Background: an optimization exercise with open tools, aiming at small area. Do not read the settings as production practice.
For this run, only the layout was checked, not whether the RTL still works.
Power and IR drop assume default switching activity.

### design/flow/flow/run.sh
#!/bin/bash
# Layout flow: the standard flow (standard.sh) with these changes:
#  - synthesis maps the logic with ABC's area mapper (flow/synth.tcl,
#    flow/abc_area.script); registers are mapped exactly as in the standard
#    synthesis;
#  - port buffers use the smallest buffer cell;
#  - drivers of large loads get drive strength 4 before placement
#    (flow/pre_gp.tcl);
#  - CTS uses clkbuf_4 cells in small clusters and adds no dummy loads.
# Each step's full output is in orfs/logs/; make's output is in flow.log.
set -euo pipefail
here=$(pwd)
export MY_ABC_SCRIPT=$here/flow/abc_area.script
export PRE_GLOBAL_PLACE_TCL=$here/flow/pre_gp.tcl
export BUFFER_PORTS_ARGS="-buffer_cell sky130_fd_sc_hd__buf_1"
export CTS_ARGS="-sink_clustering_enable -repair_clock_nets -dont_use_dummy_load -buf_list sky130_fd_sc_hd__clkbuf_4 -sink_clustering_size 10 -sink_clustering_max_diameter 40"
sed "s#SYNTH_SCRIPT=[^ ]*#SYNTH_SCRIPT=$here/flow/synth.tcl#" standard.sh > own_standard.sh
grep -q "SYNTH_SCRIPT=$here/flow/synth.tcl" own_standard.sh
bash own_standard.sh finish > flow.log 2>&1
### design/flow/flow/abc_area.script
strash
dc2
dc2
dch -f
amap -A 8 -F 2
### design/flow/flow/pre_gp.tcl
# Before global placement: give each driver of a large load (12 or more
# input pins) the _4 drive strength of its cell, so that timing-driven
# placement does not add a buffer after it.
set upsized 0
foreach inst [get_cells *] {
  set cell [get_property $inst ref_name]
  if {![regexp {^(sky130_fd_sc_hd__[a-z0-9]+)_([0-9]+)$} $cell -> base drive]} { continue }
  if {$drive >= 4} { continue }
  if {[string match *buf* $base] || [string match *inv* $base]} { continue }
  set big 0
  foreach opin [get_pins -of_objects $inst -filter "direction==output"] {
    set net [get_nets -of_objects $opin]
    if {$net eq ""} { continue }
    set n [llength [get_pins -of_objects $net -filter "direction==input"]]
    if {$n >= 12} { set big 1 }
  }
  if {!$big} { continue }
  set lc [get_lib_cells -quiet ${base}_4]
  if {$lc eq ""} { puts "pre_gp: no ${base}_4 for [get_full_name $inst]"; continue }
  puts "pre_gp: [get_full_name $inst] $cell -> ${base}_4"
  replace_cell $inst $lc
  incr upsized
}
puts "pre_gp: upsized $upsized drivers"
### design/flow/flow/synth.tcl
# synth_recipe.tcl with one change: ABC maps the logic with an area-oriented
# script (flow/abc_area.script) instead of ORFS's. Registers are mapped by
# the same steps as the standard synthesis, so they keep their names and cells.
proc synth {args} { yosys synth -nofsm -noshare {*}$args }
proc abc {args} {
  set i [lsearch $args -script]
  if {$i >= 0} { lset args [expr {$i + 1}] $::env(MY_ABC_SCRIPT) }
  yosys abc {*}$args
}
source $::env(SCRIPTS_DIR)/synth.tcl
# left out here: clear keep_hierarchy, flatten, clean up, hide names made inside functions, write 1_2_yosys.v
### design/flow/standard.sh
#!/bin/bash
# synth_recipe.tcl (not shown) runs the flow's synth.tcl, then flattens the netlist and writes it again
# the make line also repeats each setting of config.mk as NAME=value (left out here)
make -C /OpenROAD-flow-scripts/flow DESIGN_CONFIG=/design/flow/config.mk WORK_HOME=/design/flow/orfs CLKGATE_MAP_FILE= SYNTH_SCRIPT=/design/flow/synth_recipe.tcl "${@:-finish}"
### design/flow/config.mk
export PLATFORM = sky130hd
export DESIGN_NAME = l2c_rx8
export DESIGN_NICKNAME = l2c_rx8
export VERILOG_FILES = /design/flow/design.v
export SDC_FILE = /design/flow/constraint.sdc
export NUM_CORES = 4
export LEC_CHECK = 0
export CAP_MARGIN = 0
export CORE_MARGIN = 2
export CORE_UTILIZATION = 40
export SLEW_MARGIN = 0
### design/flow/constraint.sdc
create_clock -name core_clock -period 6.0 [get_ports {clk}]
set_input_delay 1.2000 -clock core_clock [delete_from_list [all_inputs] [get_ports {clk}]]
set_output_delay 1.2000 -clock core_clock [all_outputs]
set_load 0.01 [all_outputs]
### design/flow/design.v
module l2c_rx8 (
    input  wire       clk,
    input  wire       rst,
    input  wire       rx_valid,
    input  wire [2:0] rx_ch,
    input  wire       rx_level,
    output wire       rep_byte_valid,
    output wire [7:0] rep_byte,
    output wire       rep_end_valid,
    output wire       rep_end_ok,
    output wire [2:0] rep_ch
);
    localparam integer NCH = 8;
    reg            q_valid;
    reg  [2:0]     q_ch;
    reg            q_level;
    always @(posedge clk) begin
        q_valid <= rx_valid && !rst;
        q_ch    <= rx_ch;
        q_level <= rx_level;
    end
    wire [NCH-1:0] q_sel = {{(NCH-1){1'b0}}, q_valid} << q_ch;    
    reg        s_lvl  [0:NCH-1];
    reg [2:0]  s_ones [0:NCH-1];
    reg [7:0]  s_sh   [0:NCH-1];
    reg [10:0] s_bc   [0:NCH-1];
    reg [15:0] s_crc  [0:NCH-1];
    reg         r_lvl;
    reg  [2:0]  r_ones;
    reg  [7:0]  r_sh;
    reg  [10:0] r_bc;
    reg  [15:0] r_crc;
    integer k;
    always @(*) begin
        r_lvl  = 1'b0;
        r_ones = 3'd0;
        r_sh   = 8'h00;
        r_bc   = 11'd0;
        r_crc  = 16'h0000;
        for (k = 0; k < NCH; k = k + 1) begin
            r_lvl  = r_lvl  | (s_lvl[k]  & q_sel[k]);
            r_ones = r_ones | (s_ones[k] & {3{q_sel[k]}});
            r_sh   = r_sh   | (s_sh[k]   & {8{q_sel[k]}});
            r_bc   = r_bc   | (s_bc[k]   & {11{q_sel[k]}});
            r_crc  = r_crc  | (s_crc[k]  & {16{q_sel[k]}});
        end
    end
    wire        d      = (q_level == r_lvl);            
    wire        in_a   = |r_sh;                         
    wire        in_b   = !in_a && |r_bc[6:0];           
    wire        sync   = in_a || |r_bc[6:0];
    wire        ones5  = (r_ones == 3'd5);
    wire        ones6  = (r_ones == 3'd6);
    wire        abort  = d && r_ones[2] && r_ones[1];   
    wire        flag   = !d && ones6;
    wire        app    = sync && !abort && !flag && !ones5;
    wire        bytec  = app && r_sh[0];                
    wire        have   = |r_bc;                         
    wire        enough = !in_a || |r_bc[10:2];
    wire        aligned = in_a ? (r_sh[1] && !r_sh[0]) : r_bc[6];
    wire        x6     = in_a ? r_sh[2] : r_bc[5];      
    wire        over   = app && !in_a && r_bc[6];       
    wire        last   = r_bc[10] && !(|r_bc[9:0]);    
    wire        fcs_ok = (r_crc == (x6 ? 16'hD92F : 16'h9F0B));
    wire [2:0]  n_ones = !d ? 3'd0 : (r_ones == 3'd7) ? 3'd7 : r_ones + 3'd1;
    wire [7:0]  n_sh   = (abort || over)     ? 8'h00 :
                         flag                ? 8'h80 :
                         bytec               ? (last ? 8'h00 : 8'h80) :
                         (app && in_a)       ? {d, r_sh[7:1]} : r_sh;
    wire        bc_wr  = flag || abort || over || bytec || (app && in_b);
    wire [10:0] n_bc   = (flag || abort || over) ? 11'd0 :
                         {r_bc[9:0], bytec ? ((r_bc[10] ^ r_bc[8]) || !have) : d};
    wire        crc_wr = flag || app;
    wire [15:0] n_crc  = flag ? 16'hFFFF :
                         ((r_crc >> 1) ^ ((r_crc[0] ^ d) ? 16'h8408 : 16'h0000));
    assign rep_byte       = {d, r_sh[7:1]};
    assign rep_byte_valid = q_valid && bytec;
    assign rep_end_valid  = q_valid && (((abort || flag) && sync && have) || over);
    assign rep_end_ok     = flag && aligned && enough && fcs_ok;
    assign rep_ch         = q_ch;
    wire        w_lvl  = rst ? 1'b0 : q_level;
    wire [2:0]  w_ones = rst ? 3'd0 : n_ones;
    wire [7:0]  w_sh   = rst ? 8'h00 : n_sh;
    wire [10:0] w_bc   = rst ? 11'd0 : n_bc;
    integer c;
    always @(posedge clk) begin
        for (c = 0; c < NCH; c = c + 1) begin
            if (rst || q_sel[c]) begin
                s_lvl[c]  <= w_lvl;
                s_ones[c] <= w_ones;
                s_sh[c]   <= w_sh;
            end
            if (rst || (q_sel[c] && bc_wr))
                s_bc[c]   <= w_bc;
            if (q_sel[c] && crc_wr)
                s_crc[c]  <= n_crc;
        end
    end
endmodule
==> summary.txt <==
[worst max-delay path by stage]
stage                     slack [ns]            end  startpoint  cells past startpoint
after floorplan                 0.55     s_bc[0][0]     q_ch[2]                     18
after detailed placement        0.72     s_sh[1][1]     q_ch[1]                     17
final                           0.39  rep_end_valid     q_ch[1]                     18
after global routing            0.01  rep_end_valid     q_ch[0]                     18
after global placement          0.91     rep_end_ok     q_ch[1]                     14
after CTS                       0.15     rep_end_ok     q_ch[1]                     14
[worst reg2reg max path: stages (launching register included)]
cell and delay (ns):
dfxtp_1 0.36, nand3_1 0.51, nor2_4 0.12, buf_4 0.26, a222oi_1 0.38, clkinv_1 0.13, a2111oi_0 0.71, nand4b_1 0.35
nor2_1 0.24, nor2_1 0.11, clkinv_1 0.08, nor2_1 0.06, a21oi_1 0.29, nand2_4 0.16, nor2_1 0.17, clkinv_1 0.26
a221oi_1 0.73
[cells by family (layout without fill, tap and decap cells)]
kind of cell	Yosys count	count (layout)	share of synthesized area (%)
fa+ha+maj	3	3	0.321
compound gates	149	149	11.0
flops	317	317	81.0
simple gates	164	166	6.77
buf+inv	26	125	0.867
other cells	0	1	0
[sequential cells by signal, indices dropped and copies added, names as in the netlist]
name and count:
s_lvl 8, s_ones 24, s_crc 128, q_level 1
q_ch 3, s_sh 64, q_valid 1, s_bc 88
[layout make-up]
type / instances / area [um^2] / area share [%]
Antenna cell: 1 / 2.50 / 0.0192
Clock buffer: 41 / 308 / 2.36
Inverter: 25 / 97.6 / 0.747
Multi-Input combinational cell: 318 / 2330 / 17.9
Sequential cell: 317 / 9470 / 72.5
Tap cell: 384 / 480 / 3.68
Timing Repair Buffer: 59 / 364 / 2.79
[layout by cell type (no fill, tap or decap), types with 8 or more instances in the layout]
master / netlist / layout
a222oi_1: 53 / 53
a221oi_1: 17 / 17
clkbuf_4: 0 / 41
buf_4: 1 / 38
and2_0: 8 / 8
or2_4: 0 / 8
edfxtp_1: 312 / 312
clkinv_1: 25 / 24
nor2_4: 0 / 8
a22oi_1: 21 / 21
nor3_4: 0 / 8
nor2_1: 40 / 31
nand2_1: 43 / 42
buf_1: 0 / 21
a22o_1: 28 / 28
nand3_1: 22 / 18
[metrics by stage]
step	utilization, %	setup WS, ns	instance area [um^2]
3_5_place_dp	44.1	0.718	12700
3_3_place_gp	44.1	0.911	12700
5_1_grt	45.5	0.0115	13100
2_1_floorplan	-	0.554	11700
6_report	45.5	0.390	13100
4_1_cts	45.2	0.148	13000
[what timing repair did]
item	4_1_cts	5_1_grt
setup endpoints to repair	0	2
gates resized for setup	0	6
setup buffers	0	7
hold endpoints to repair	0	0
[cells in the mapped netlist (4+ instances only)]
cell type | n | share of area [%]
and3_1 | 5 | 0.27
or2_0 | 12 | 0.64
nand4_1 | 6 | 0.32
a22oi_1 | 21 | 1.3
a221oi_1 | 17 | 1.3
and2_0 | 8 | 0.43
dfxtp_1 | 5 | 0.86
and4_1 | 4 | 0.30
clkinv_1 | 25 | 0.80
nor3_1 | 13 | 0.56
nor2_1 | 40 | 1.3
a211oi_1 | 5 | 0.32
a21oi_1 | 4 | 0.17
a22o_1 | 28 | 2.1
a2111oi_0 | 6 | 0.45
o21ai_0 | 6 | 0.26
edfxtp_1 | 312 | 80
nand3_1 | 22 | 0.94
a222oi_1 | 53 | 4.5
o22ai_1 | 6 | 0.32
nand2_1 | 43 | 1.4
[power by group]
| group | total [W] | internal, W | switching, W | leakage, nW |
|---|---|---|---|---|
| Sequential | 0.00270 | 0.00266 | 0.0000473 | 3.07 |
| Clock | 0.000947 | 0.000315 | 0.000632 | 0.189 |
| Combinational | 0.000353 | 0.0000846 | 0.000269 | 0.992 |
| Total | 0.00400 | 0.00305 | 0.000948 | 4.26 |
[metal layers]
metal | track usage (%) | vias to the layer above
li1 | - | 2992
met1 | 23.3 | 3445
met2 | 31.3 | 333
met3 | 2.70 | 65
met4 | 6.98 | 0
met5 | 0 | -
==> impl_metrics.ini <==
[outcome]
outcome = no timing/DRC/antenna violations

[cts]
clk_pin_slew_worst_paths_ns = 0.10
cts_tree = yes
clk_latency_ns = 0.67
cts.path.max_buffers = 3
clkSinkCount = 317
hold_buffers = 0
htreeDepth = 2
clockRootBuffer = clkbuf_4
cts_made_buffers = 41

[power_and_ir_drop]
peakVddDrop_v = 0.000206
total_power_w = 0.00400
leakagePower_nw = 4.26
power_density_nw_per_um2 = 307

[worst_setup_path]
reg2regPathDepth = 16
ff2ff_setup_slack_ns = 0.76
crit_required_ns = 4.80
cp_slowest_stage_delay_ns = 0.42
cp_top_family = simple AND/OR/NAND/NOR gates
startpoint_type = register
worst_r2r_endpoint = s_sh[3][1]
cpMostUsedCell = clkinv_1
end_kind = output port
worstSetupPathType = register to output port
crit_fanout = 26
arrival_ns = 4.41
crit_buf_inv = 5
slowest_stage = dfxtp_1
path_cells = clkinv_1 -> nand3_2 -> nor2_4 -> buf_4 -> a22o_1 -> a221oi_1 -> nand3_1 -> ha_1 -> nand3_4 -> clkinv_1 -> nor2_2 -> nand2_1 -> nor2_1 -> clkinv_1 -> nor2_1 -> nand2_1 -> o31ai_1 -> buf_1
r2r-start = q_valid

[floorplanning]
die_x_um = 175
core_um2 = 28700
io_pins = 21
dieHeight_um = 175
dieArea_um2 = 30600
start_util_pct = 40.7
rows = 62

[place]
placed_cells = 1094
numPortBuffers = 20
place_hpwl_mm = 16.2
gp_congestion = 0.816

[sta]
worst_pin_slew_ns = 1.09
hold_violations = 0
period_needed_ns = 5.61
rsz0062_at_grt = no
tns_ns = 0
slew_violations = 0
skew_ns = 0.0910
fmax_ghz = 0.178
slew_headroom_pct = 27.4
final.period_utilization_pct = 93.5
setup_viol = 0
holdWs_ns = 0.635

[route]
drc_errors = 0
dr_wl_met3_mm = 2.12
drt-total-wl_mm = 28.3
top_layer = met4
ant_nets = 0
vias = 6835
wl_met1_mm = 11.3
viasPerCell = 5.97
first_pass_iters = 8
route.met2.wl_mm = 14.0
drtIter0Drc = 907
wl_per_cell_um = 24.7

[logic_synthesis]
async_flop_share_pct = 0
syn_area_per_cell_um2 = 17.7
yosysWarnings = 6
syn_inst = 659
syn-num-nets = 669
synthFlopType = edfxtp_1
synth-seq-area-share_pct = 81.0
syn_area_um2 = 11700
ys_ff_latch = 317
ys_types = 32
synth_edf_count = 312

[min_path]
holdCritStartpoint = rx_level
hold_end = q_level
whs_path_depth = 1
min_path_type = primary input to register

[final_layout]
stdcell_count = 1145
area_delta_synth_final_pct = 11.7
nets = 772
fillers = 2487
drive_gt1_share_pct = 14.7

[global_routing]
grt_overflow = 0
grt_max_degree = 29
grt_pass1_vias = 7017
grtUsageTotal_pct = 18.2
grt_first_pass_wirelength_mm = 41.9
antenna_found_initial = 1

[flow_run]
maxCapViolCount = 0

==> port drivers added, routing unchanged <==
No port has a modelled driver above. Below, the same layout with a new extraction and two added sets of constraints. Step 1: set_driving_cell puts a clkbuf_16 on clk and a buf_2 on each other input, an assumption about the parent block. Step 2 moves the port delays by t, midway between the first and last clock arrival at a register: inputs arrive t later, outputs are due t later. That takes back most of the time a late clock gives input paths. a / b / c = ideal / step 1 / step 2; a / b = the first two.
shift t [ns]: 0.670
setup slack, ns: 0.390 / 0.345 / 0.762
clock arrival spread, ns: 0.091 / 0.091
pins driven straight from the clock port: 1
After both steps this run still meets setup and hold. For this run, drivers alone change the setup slack by -0.045 ns; drivers and shift together by +0.372 ns.
